What follows belongs to an exercise in optimizing a design on an open flow for small area, a short achievable clock period and few clock cycles; a production flow would make more cautious choices. RTL that was checked went through simulation tests only; none was proved equivalent to the original. Power is estimated from default activity; no workload was simulated.

## run G
==> flow/design.v (excerpt) <==
module rps_serial_core (
    input  wire       clk,
    input  wire       rst,         
    input  wire       drv_ready,   
    input  wire [7:0] in_port,     
    input  wire [9:0] dist_mm,     
    input  wire       tick,        
    input  wire       rx_valid,
    input  wire [7:0] rx_data,
    output wire       rx_ready,
    output wire       tx_valid,
    output wire [7:0] tx_data,
    input  wire       tx_ready,
    output wire [7:0] out_port     
);
    localparam [1:0] D_HUNT = 2'd0, D_LEN = 2'd1, D_PAY = 2'd2;
    localparam [2:0] R_OKAY = 3'd0, R_NC = 3'd1, R_IBIT = 3'd2, R_IMOT = 3'd3,
                     R_UNK  = 3'd4, R_POLL = 3'd5, R_XDOM = 3'd6;
    localparam [3:0] K_POLL = 4'd0, K_O = 4'd1, K_RESET = 4'd2, K_XDOM = 4'd3,
                     K_MD = 4'd4, K_MP = 4'd5, K_TRUE = 4'd6, K_FALSE = 4'd7,
                     K_STOP = 4'd8, K_FWD = 4'd9, K_REV = 4'd10, K_NONE = 4'd15;
    localparam [2:0] T_IDLE = 3'd0, T_H1 = 3'd1, T_H2 = 3'd2, T_ROM = 3'd3,
                     T_ECHO = 3'd4, T_NL = 3'd5, T_POLL = 3'd6;
    localparam [1:0] C_EQ = 2'd0, C_LT = 2'd1, C_GT = 2'd2;
    localparam integer TAP = 7;
    localparam [4:0] RD_WRAP = (16 + TAP + 1) % 17;
    localparam [7:0] A_PROB = 8'd0;
    localparam [7:0] A_NC = 8'd8;
    localparam [7:0] A_IBIT = 8'd48;
    localparam [7:0] A_IMOT = 8'd60;
    localparam [7:0] A_UNK = 8'd79;
    localparam [7:0] A_XDOM = 8'd97;
    localparam [7:0] A_OKAY = 8'd189;
    function [7:0] kw_ch(input [7:0] kp);
        case (kp)
            8'h00: kw_ch = 8'h70;
            8'h01: kw_ch = 8'h6f;
            8'h02: kw_ch = 8'h6c;
            8'h03: kw_ch = 8'h6c;
            8'h10: kw_ch = 8'h6f;
            8'h20: kw_ch = 8'h72;
            8'h21: kw_ch = 8'h65;
            8'h22: kw_ch = 8'h73;
            8'h23: kw_ch = 8'h65;
            8'h24: kw_ch = 8'h74;
  ...
Size in the first run: roughly 4900 cells after synthesis, ~2300 flip-flops, roughly 50 I/O pins, ~59000 sq um of cells after synthesis.
==> flow/config.mk <==
export PLATFORM = sky130hd
export DESIGN_NAME = rps_serial_core
export DESIGN_NICKNAME = rps_serial_core
export VERILOG_FILES = /design/flow/design.v
export SDC_FILE = /design/flow/constraint.sdc
export NUM_CORES = 4
export LEC_CHECK = 0
export ABC_AREA = 1
export CAP_MARGIN = 20
export CORE_MARGIN = 2
export CORE_UTILIZATION = 65
export CTS_BUF_LIST = sky130_fd_sc_hd__clkbuf_8
export CTS_CLUSTER_DIAMETER = 45
export CTS_CLUSTER_SIZE = 20
export GPL_TIMING_DRIVEN = 0
export PLACE_DENSITY = 0.75
export SLEW_MARGIN = 20
==> flow/constraint.sdc <==
create_clock -name core_clock -period 110.0 [get_ports {clk}]
set_input_delay 22.0000 -clock core_clock [delete_from_list [all_inputs] [get_ports {clk}]]
set_output_delay 22.0000 -clock core_clock [all_outputs]
set_load 0.01 [all_outputs]
standard.sh (not shown) runs the stock make flow with config.mk's settings and CLKGATE_MAP_FILE= SYNTH_SCRIPT=/design/flow/synth_recipe.tcl, a recipe that flattens the netlist after the stock synthesis.
==> flow/flow/run.sh <==
#!/bin/bash
# Standard layout, with faster cells for the port buffers.
set -euo pipefail
cd "$(dirname "$0")/.."
export BUFFER_PORTS_ARGS="-buffer_cell sky130_fd_sc_hd__buf_4"
bash standard.sh finish > standard.log 2>&1
Testbench counts of run G, summed over its fixed seeds: cycles 22,748.
What run E does differently from run G at the input level:
Settings: changing CTS_CLUSTER_SIZE from 20 to 16; changing CORE_UTILIZATION from 65 to 76; removing GPL_TIMING_DRIVEN (formerly 0); changing CTS_CLUSTER_DIAMETER from 45 to 40; changing PLACE_DENSITY from 0.75 to 0.84.
Results
- Taking run G as the reference, in run E first-pass GRT wire length increased by about 22% relative to the old numbers; post-CTS setup repair buffer count ~0 delta; count of antenna diodes in the layout shows a reduction of 1.
- Per the comparison of run E with run G, power rose about 2.8%, worst slew slack as a fraction of its limit rose 9.9 points, estimated wirelength of the detail-placed design rose 10%, final period demand of the worst path fell 0.051 ns, post-placement cell area fell about 1%.

* * *

run A:
Another version of the RTL of rps_serial_core (not shown whole).
Size in the first run: roughly 2300 flip-flops, roughly 50 I/O pins, roughly 59000 µm² of cells after synthesis.
Settings: LEC_CHECK=0, CAP_MARGIN=20, CORE_MARGIN=2, CORE_UTILIZATION=70, PLACE_DENSITY=0.8, SLEW_MARGIN=20; clock period 110.0 ns.
Scripts as last shown in full above: flow/flow/run.sh
Testbench counts of run A, summed over its fixed seeds: cycles 23,789.
--- input diff run A..run B ---
Settings: CTS_CLUSTER_SIZE: unset -> 40; CTS_BUF_LIST: unset -> sky130_fd_sc_hd__clkbuf_8; PLACE_DENSITY: 0.8 -> 0.7; CORE_UTILIZATION: 70 -> 60.
==> flow/run.sh (new file) <==
#!/bin/bash
# synth_recipe.tcl (not shown) runs the flow's synth.tcl, then flattens the netlist and writes it again
# the make line also repeats each setting of config.mk as NAME=value (left out here)
make -C /OpenROAD-flow-scripts/flow DESIGN_CONFIG=/design/flow/config.mk WORK_HOME=/design/flow/orfs CLKGATE_MAP_FILE= SYNTH_SCRIPT=/design/flow/synth_recipe.tcl finish
removed: flow/flow/run.sh
removed: flow/standard.sh
==> comparison <==
Sequential cell count came out exactly the same in run A and run B. [compare] base=run A new=run B: die area went up by 14000 µm²; final routed wirelength across all metal layers went down by 26000 µm; final worst slack went down by 0.53 ns.
[inputs] run C vs run B
Settings: CTS_CLUSTER_SIZE no longer set, was 40; CTS_BUF_LIST no longer set, was sky130_fd_sc_hd__clkbuf_8; CORE_UTILIZATION now 40, was 60; PLACE_DENSITY now 0.6, was 0.7.
### Flow results
- Run C went all the way through the flow, and no timing, DRC or antenna check failed.
- Run B: all stages complete, timing, DRC and antenna checks passed
- Run B → run C: combinational group share of total power saw a decrease; setup slack after layout grew by 0.085 ns; count of clock-buffer cells in the layout saw a decrease; via count normalized by instance count shrank by about 9%; maximum frequency shows an increase of 0.15 MHz.
> inputs changed (run C -> run D)
Settings: a change of CORE_UTILIZATION from 40 to 60; a change of PLACE_DENSITY from 0.6 to 0.7; an added CTS_CLUSTER_SIZE of 24; an added CTS_BUF_LIST of sky130_fd_sc_hd__clkbuf_4.
Wire length deteriorates in run D relative to run C. Utilization after layout in run D is 22 points above run C. The setup slack of run D is smaller than that of run C. Changes observed in run D relative to run C: clock skew higher, final cell count -112.

* * *

== JK ==
Another version of the RTL of rps_serial_core (not shown whole).
Size: roughly 4800 cells after synthesis, ~59000 um2 of cells after synthesis.
==> flow/config.mk <==
export PLATFORM = sky130hd
export DESIGN_NAME = rps_serial_core
export DESIGN_NICKNAME = rps_serial_core
export VERILOG_FILES = /design/flow/design.v
export SDC_FILE = /design/flow/constraint.sdc
export NUM_CORES = 4
export LEC_CHECK = 0
export ABC_AREA = 1
export CAP_MARGIN = 20
export CORE_MARGIN = 2
export CORE_UTILIZATION = 65
export CTS_BUF_LIST = sky130_fd_sc_hd__clkbuf_16
export CTS_CLUSTER_DIAMETER = 50
export CTS_CLUSTER_SIZE = 32
export PLACE_DENSITY = 0.75
export SLEW_MARGIN = 20
==> flow/constraint.sdc <==
create_clock -name core_clock -period 110.0 [get_ports {clk}]
set_input_delay 22.0000 -clock core_clock [delete_from_list [all_inputs] [get_ports {clk}]]
set_output_delay 22.0000 -clock core_clock [all_outputs]
set_load 0.01 [all_outputs]
==> flow/flow/run.sh <==
#!/bin/bash
# Standard layout, with faster cells for the port buffers.
set -euo pipefail
cd "$(dirname "$0")/.."
export BUFFER_PORTS_ARGS="-buffer_cell sky130_fd_sc_hd__buf_4"
bash standard.sh finish > standard.log 2>&1
The final layout from JK, which completed every stage, passed the timing, design-rule and antenna checks at the end of the flow.
The following lists how PW was set up differently from JK:
- a change of CTS_BUF_LIST from sky130_fd_sc_hd__clkbuf_16 to sky130_fd_sc_hd__clkbuf_8
- a change of CTS_CLUSTER_SIZE from 32 to 16
- a deleted ABC_AREA that had been 1
==> flow/flow/run.sh <==
#!/bin/bash
# Standard layout, with faster cells for the port buffers, and repair
# aiming at setup slack beyond what the IO paths now reach.
set -euo pipefail
cd "$(dirname "$0")/.."
export BUFFER_PORTS_ARGS="-buffer_cell sky130_fd_sc_hd__buf_4"
bash standard.sh SETUP_SLACK_MARGIN=87.2 finish > standard.log 2>&1
- Diff JK -> PW: portion of total power attributed to the clock network fell by 4.5 points, initial core utilization stayed essentially flat, final critical delay including setup and external delays rose by 0.12 ns.
- Final cell count of PW falls short of that of JK by a little under 10%.
- Number of fillers in the final layout (PW vs. JK) decreases by a few percent
- Fraction of the yosys area taken by sequential cells down 0.18 points in PW wrt JK
- Die area: JK vs PW — no meaningful difference
No functional check of the RTL was part of any run of this note.

* * *

Another version of the RTL of rps_serial_core (not shown whole).
Size in the first run: ~5,000 cells after synthesis.
export LEC_CHECK = 0
export ABC_AREA = 1
export CAP_MARGIN = 20
export CORE_MARGIN = 2
export CORE_UTILIZATION = 65
export CTS_BUF_LIST = sky130_fd_sc_hd__clkbuf_4
export CTS_CLUSTER_DIAMETER = 35
export CTS_CLUSTER_SIZE = 12
export PLACE_DENSITY = 0.75
export SLEW_MARGIN = 20
create_clock -name core_clock -period 110.0 [get_ports {clk}]
==> flow/flow/run.sh <==
#!/bin/bash
# Standard layout, with faster cells for the port buffers.
set -euo pipefail
cd "$(dirname "$0")/.."
export BUFFER_PORTS_ARGS="-buffer_cell sky130_fd_sc_hd__buf_4"
bash standard.sh finish > standard.log 2>&1
Testbench counts at the start, summed over its fixed seeds: cycles 22,748.
Then changed:
Settings changed: CTS_BUF_LIST sky130_fd_sc_hd__clkbuf_4 to sky130_fd_sc_hd__clkbuf_8, CTS_CLUSTER_DIAMETER 35 to 45, CTS_CLUSTER_SIZE 12 to 20.
What happened: Die area does not change. Utilization rises by 0.88 points. Final cell count falls by 1.1%. Global-route usage rises by 0.31 points. Sequential cell count does not change. Power rises by 5.0%. Clock-buffer cell count falls by 83. Setup slack gains 0.34 ns. Clock skew falls by 0.027 ns.

* * *

rps_serial_core, a different RTL version from the one above (not shown whole).
Size: ~50 I/O pins, about 0.059 mm^2 of cells after synthesis.
==> flow/design.v (excerpt) <==
module rps_serial_core (
    input  wire       clk,
    input  wire       rst,         
    input  wire       drv_ready,   
    input  wire [7:0] in_port,     
    input  wire [9:0] dist_mm,     
    input  wire       tick,        
    input  wire       rx_valid,
    input  wire [7:0] rx_data,
    output wire       rx_ready,
    output wire       tx_valid,
    output wire [7:0] tx_data,
    input  wire       tx_ready,
    output wire [7:0] out_port     
);
clock: 110.0 ns
lec_check: 0
abc_area: 1
cap_margin: 20
core_margin: 2
core_utilization: 72
place_density: 0.8
slew_margin: 20
==> flow/flow/run.sh <==
#!/bin/bash
# Standard layout, with faster cells for the port buffers, and a clock tree
# of strong buffers above smaller leaf buffers.
set -euo pipefail
cd "$(dirname "$0")/.."
export BUFFER_PORTS_ARGS="-buffer_cell sky130_fd_sc_hd__buf_4"
export CTS_ARGS="-sink_clustering_enable -repair_clock_nets -sink_clustering_size 16 -sink_clustering_max_diameter 46 -root_buf sky130_fd_sc_hd__clkbuf_16 -buf_list sky130_fd_sc_hd__clkbuf_16 -sink_clustering_buffer sky130_fd_sc_hd__clkbuf_8"
bash standard.sh finish > standard.log 2>&1
The first run produced a clean layout.
Testbench counts at the start, summed over its fixed seeds: cycles 22,772.
Then changed:
==> flow/flow/run.sh (replaced) <==
#!/bin/bash
# Standard layout, with faster cells for the port buffers, and a clock tree
# of strong buffers above smaller leaf buffers.
set -euo pipefail
cd "$(dirname "$0")/.."
export BUFFER_PORTS_ARGS="-buffer_cell sky130_fd_sc_hd__buf_4"
export CTS_ARGS="-sink_clustering_enable -repair_clock_nets -sink_clustering_size 16 -sink_clustering_max_diameter 40 -root_buf sky130_fd_sc_hd__clkbuf_16 -buf_list sky130_fd_sc_hd__clkbuf_16 -sink_clustering_buffer sky130_fd_sc_hd__clkbuf_8"
bash standard.sh finish > standard.log 2>&1
=>
- register-to-register slack got worse by 0.05 ns
- worst setup slack got worse by 0.0074 ns
- total power goes up by 1.3%
- cell count goes up by 0.57%
- hold slack is about the same
- wire length is about the same
- die area stays the same
- area after synthesis does not change
- non-clock buffer count does not change

* * *

RTL: one of the versions met above, not the one the previous note started from.
Size: ~4900 cells after synthesis, roughly 50 I/O pins, ~0.059 mm^2 of cells after synthesis.
clock: 110.0 ns
lec_check: 0
abc_area: 1
cap_margin: 20
core_margin: 2
core_utilization: 72
place_density: 0.8
slew_margin: 20
==> flow/flow/run.sh <==
#!/bin/bash
# Standard layout, with faster cells for the port buffers, and a clock tree
# of strong buffers above smaller leaf buffers.
set -euo pipefail
cd "$(dirname "$0")/.."
export BUFFER_PORTS_ARGS="-buffer_cell sky130_fd_sc_hd__buf_4"
export CTS_ARGS="-sink_clustering_enable -repair_clock_nets -sink_clustering_size 16 -sink_clustering_max_diameter 40 -root_buf sky130_fd_sc_hd__clkbuf_16 -buf_list sky130_fd_sc_hd__clkbuf_16 -sink_clustering_buffer sky130_fd_sc_hd__clkbuf_8"
bash standard.sh finish > standard.log 2>&1
The first run produced a clean layout.
Testbench counts at the start, summed over its fixed seeds: cycles 22,748.
Edit:
==> flow/flow/run.sh (replaced) <==
#!/bin/bash
# Standard layout, with faster cells for the port buffers, and a clock tree
# of strong buffers above smaller leaf buffers.
set -euo pipefail
cd "$(dirname "$0")/.."
export BUFFER_PORTS_ARGS="-buffer_cell sky130_fd_sc_hd__buf_4"
export CTS_ARGS="-sink_clustering_enable -repair_clock_nets -sink_clustering_size 16 -sink_clustering_max_diameter 46 -root_buf sky130_fd_sc_hd__clkbuf_16 -buf_list sky130_fd_sc_hd__clkbuf_16 -sink_clustering_buffer sky130_fd_sc_hd__clkbuf_8"
bash standard.sh finish > standard.log 2>&1
- CORE_UTILIZATION: 72 -> 74
- PLACE_DENSITY: 0.8 -> 0.82
Result:
- clock power drops by 6.5%
- via count climbs by 4.6%
- critical path depth is unchanged
- routed wire length climbs by about 14%
- setup slack is worse by 0.018 ns

* * *

rps_serial_core, a different RTL version from the one above (not shown whole).
Size: roughly 4300 cells after synthesis.
clock: 110.0 ns
lec_check: 0
cap_margin: 20
core_margin: 2
core_utilization: 65
cts_buf_list: sky130_fd_sc_hd__clkbuf_8
cts_cluster_diameter: 50
cts_cluster_size: 16
place_density: 0.75
slew_margin: 20
run.sh (not shown) runs the stock make flow with config.mk's settings and CLKGATE_MAP_FILE= SYNTH_SCRIPT=/design/flow/synth_recipe.tcl, a recipe that flattens the netlist after the stock synthesis.
Stock flow here: none of the scripts above is used.
The baseline completed without violations.
==> next run, changes <==
CTS_BUF_LIST = sky130_fd_sc_hd__clkbuf_16   (was sky130_fd_sc_hd__clkbuf_8)
CTS_CLUSTER_DIAMETER = 60   (was 50)
CTS_CLUSTER_SIZE = 24   (was 16)
Effect: Combinational power stays flat. Cell count fell by 1.1%. Final area rises by 0.67%. Setup slack gains 100 ps. Area after synthesis stays the same. Hold slack is better by 13 ps.
No run of this note included a check of the RTL's function; only the layout flow was run.

* * *

red:
rps_serial_core, a different RTL version from the one above (not shown whole).
Size: ~4900 cells after synthesis, ~0.059 sq mm of cells after synthesis.
// rps_serial_core
module rps_serial_core (
    input  wire       clk,
    input  wire       rst,         
    input  wire       drv_ready,   
    input  wire [7:0] in_port,     
    input  wire [9:0] dist_mm,     
    input  wire       tick,        
    input  wire       rx_valid,
    input  wire [7:0] rx_data,
    output wire       rx_ready,
    output wire       tx_valid,
    output wire [7:0] tx_data,
    input  wire       tx_ready,
    output wire [7:0] out_port     
);
    localparam [1:0] D_HUNT = 2'd0, D_LEN = 2'd1, D_PAY = 2'd2;
    localparam [2:0] R_OKAY = 3'd0, R_NC = 3'd1, R_IBIT = 3'd2, R_IMOT = 3'd3,
                     R_UNK  = 3'd4, R_POLL = 3'd5, R_XDOM = 3'd6;
    localparam [3:0] K_POLL = 4'd0, K_O = 4'd1, K_RESET = 4'd2, K_XDOM = 4'd3,
                     K_MD = 4'd4, K_MP = 4'd5, K_TRUE = 4'd6, K_FALSE = 4'd7,
                     K_STOP = 4'd8, K_FWD = 4'd9, K_REV = 4'd10, K_NONE = 4'd15;
    localparam [2:0] T_IDLE = 3'd0, T_H1 = 3'd1, T_H2 = 3'd2, T_ROM = 3'd3,
                     T_ECHO = 3'd4, T_NL = 3'd5, T_POLL = 3'd6;
    localparam [1:0] C_EQ = 2'd0, C_LT = 2'd1, C_GT = 2'd2;
    localparam integer TAP = 7;
    localparam [4:0] RD_WRAP = (16 + TAP + 1) % 17;
    localparam [7:0] A_PROB = 8'd0;
    localparam [7:0] A_NC = 8'd8;
    localparam [7:0] A_IBIT = 8'd48;
    localparam [7:0] A_IMOT = 8'd60;
    localparam [7:0] A_UNK = 8'd79;
    localparam [7:0] A_XDOM = 8'd97;
  ...
==> flow/config.mk <==
export PLATFORM = sky130hd
export DESIGN_NAME = rps_serial_core
export DESIGN_NICKNAME = rps_serial_core
export VERILOG_FILES = /design/flow/design.v
export SDC_FILE = /design/flow/constraint.sdc
export NUM_CORES = 4
export LEC_CHECK = 0
export ABC_AREA = 1
export CAP_MARGIN = 20
export CORE_MARGIN = 2
export CORE_UTILIZATION = 65
export CTS_BUF_LIST = sky130_fd_sc_hd__clkbuf_8 sky130_fd_sc_hd__clkbuf_16
export CTS_CLUSTER_DIAMETER = 45
export CTS_CLUSTER_SIZE = 20
export PLACE_DENSITY = 0.75
export SLEW_MARGIN = 20
==> flow/constraint.sdc <==
create_clock -name core_clock -period 110.0 [get_ports {clk}]
set_input_delay 22.0000 -clock core_clock [delete_from_list [all_inputs] [get_ports {clk}]]
set_output_delay 22.0000 -clock core_clock [all_outputs]
set_load 0.01 [all_outputs]
standard.sh (not shown) runs the stock make flow with config.mk's settings and CLKGATE_MAP_FILE= SYNTH_SCRIPT=/design/flow/synth_recipe.tcl, a recipe that flattens the netlist after the stock synthesis.
==> flow/flow/run.sh <==
#!/bin/bash
# Standard layout, with faster cells for the port buffers.
set -euo pipefail
cd "$(dirname "$0")/.."
export BUFFER_PORTS_ARGS="-buffer_cell sky130_fd_sc_hd__buf_4"
bash standard.sh finish > standard.log 2>&1
No stage failed in red, and the final checks on the layout all came back clean.
Testbench counts of red, summed over its fixed seeds: cycles 23,256.
The following lists how blue was set up differently from red:
--- a/flow/config.mk
+++ b/flow/config.mk
@@ -10,5 +10,5 @@
 export CORE_MARGIN = 2
 export CORE_UTILIZATION = 65
-export CTS_BUF_LIST = sky130_fd_sc_hd__clkbuf_8 sky130_fd_sc_hd__clkbuf_16
+export CTS_BUF_LIST = sky130_fd_sc_hd__clkbuf_8
 export CTS_CLUSTER_DIAMETER = 45
 export CTS_CLUSTER_SIZE = 20
## What came out
Summary of blue over red: clock input transition at the sequential cells of the worst setup and hold paths increased by 30 ps relative to the old numbers; clock share of power went down by 7.0 points; routed wire length decreased about 7%.
Compared with red, blue shows a lower via density per instance.

## static timing again, ports no longer ideal
No port has a modelled driver above. Below, the same layouts with a new extraction and two added sets of constraints. Step 1: set_driving_cell puts a clkbuf_16 on clk and a buf_2 on each other input, an assumption about the parent block. Step 2 times the ports against the registers' clock, not the clock port: input delays grow and output delays shrink by t, the midpoint of the rising clock arrivals with the driver on. Three values: no drivers, after step 1, after step 2; two values: the first two.
| run | shift t [ns] | slack for setup (ns) | worst setup path after step 2 | clock arrival spread, ns | slew at the worst register clock pin (ns) |
|---|---|---|---|---|---|
| run G | 0.919 | 86.527 / 86.463 / 85.742 | input to register | 0.077 / 0.077 | 0.13 / 0.13 |
| run E | 0.949 | 86.578 / 86.509 / 86.357 | input to register | 0.055 / 0.056 | 0.13 / 0.13 |
| run A | 0.840 | 86.670 / 86.599 / 86.882 | input to register | 0.099 / 0.100 | 0.08 / 0.08 |
| run B | 0.958 | 86.142 / 86.079 / 86.603 | input to register | 0.121 / 0.121 | 0.07 / 0.07 |
| run C | 0.851 | 86.226 / 86.151 / 86.160 | input to register | 0.064 / 0.064 | 0.07 / 0.07 |
| run D | 1.186 | 85.931 / 85.867 / 86.614 | input to register | 0.123 / 0.123 | 0.08 / 0.08 |
| JK | 0.776 | 86.736 / 86.668 / 86.499 | input to register | 0.047 / 0.048 | 0.11 / 0.11 |
| PW | 0.887 | 86.613 / 86.553 / 86.982 | input to register | 0.053 / 0.053 | 0.10 / 0.10 |
| the first run of note 4 | 1.223 | 86.278 / 86.218 / 86.663 | input to register | 0.099 / 0.100 | 0.13 / 0.13 |
| the second run of note 4 | 0.918 | 86.615 / 86.550 / 86.636 | input to register | 0.072 / 0.072 | 0.12 / 0.12 |
| the first run of note 5 | 0.792 | 85.459 / 85.505 / 84.713 | input to register | 0.036 / 0.036 | 0.11 / 0.11 |
| the second run of note 5 | 0.790 | 85.451 / 85.494 / 84.704 | input to register | 0.044 / 0.043 | 0.11 / 0.11 |
| the first run of note 6 | 0.796 | 86.737 / 86.668 / 86.484 | input to register | 0.049 / 0.049 | 0.11 / 0.11 |
| the second run of note 6 | 0.801 | 86.719 / 86.648 / 86.520 | input to register | 0.042 / 0.042 | 0.11 / 0.11 |
| the first run of note 7 | 0.878 | 86.192 / 86.127 / 86.551 | input to register | 0.084 / 0.084 | 0.10 / 0.10 |
| the second run of note 7 | 0.766 | 86.292 / 86.221 / 86.572 | input to register | 0.104 / 0.103 | 0.10 / 0.10 |
| red | 0.815 | 86.715 / 86.642 / 86.172 | input to register | 0.044 / 0.045 | 0.08 / 0.08 |
| blue | 0.916 | 86.586 / 86.523 / 86.200 | input to register | 0.060 / 0.060 | 0.11 / 0.11 |
After both steps every run listed still meets setup and hold. For run G, which loses most, drivers alone change the setup slack by -0.064 ns; drivers and shift together by -0.785 ns.
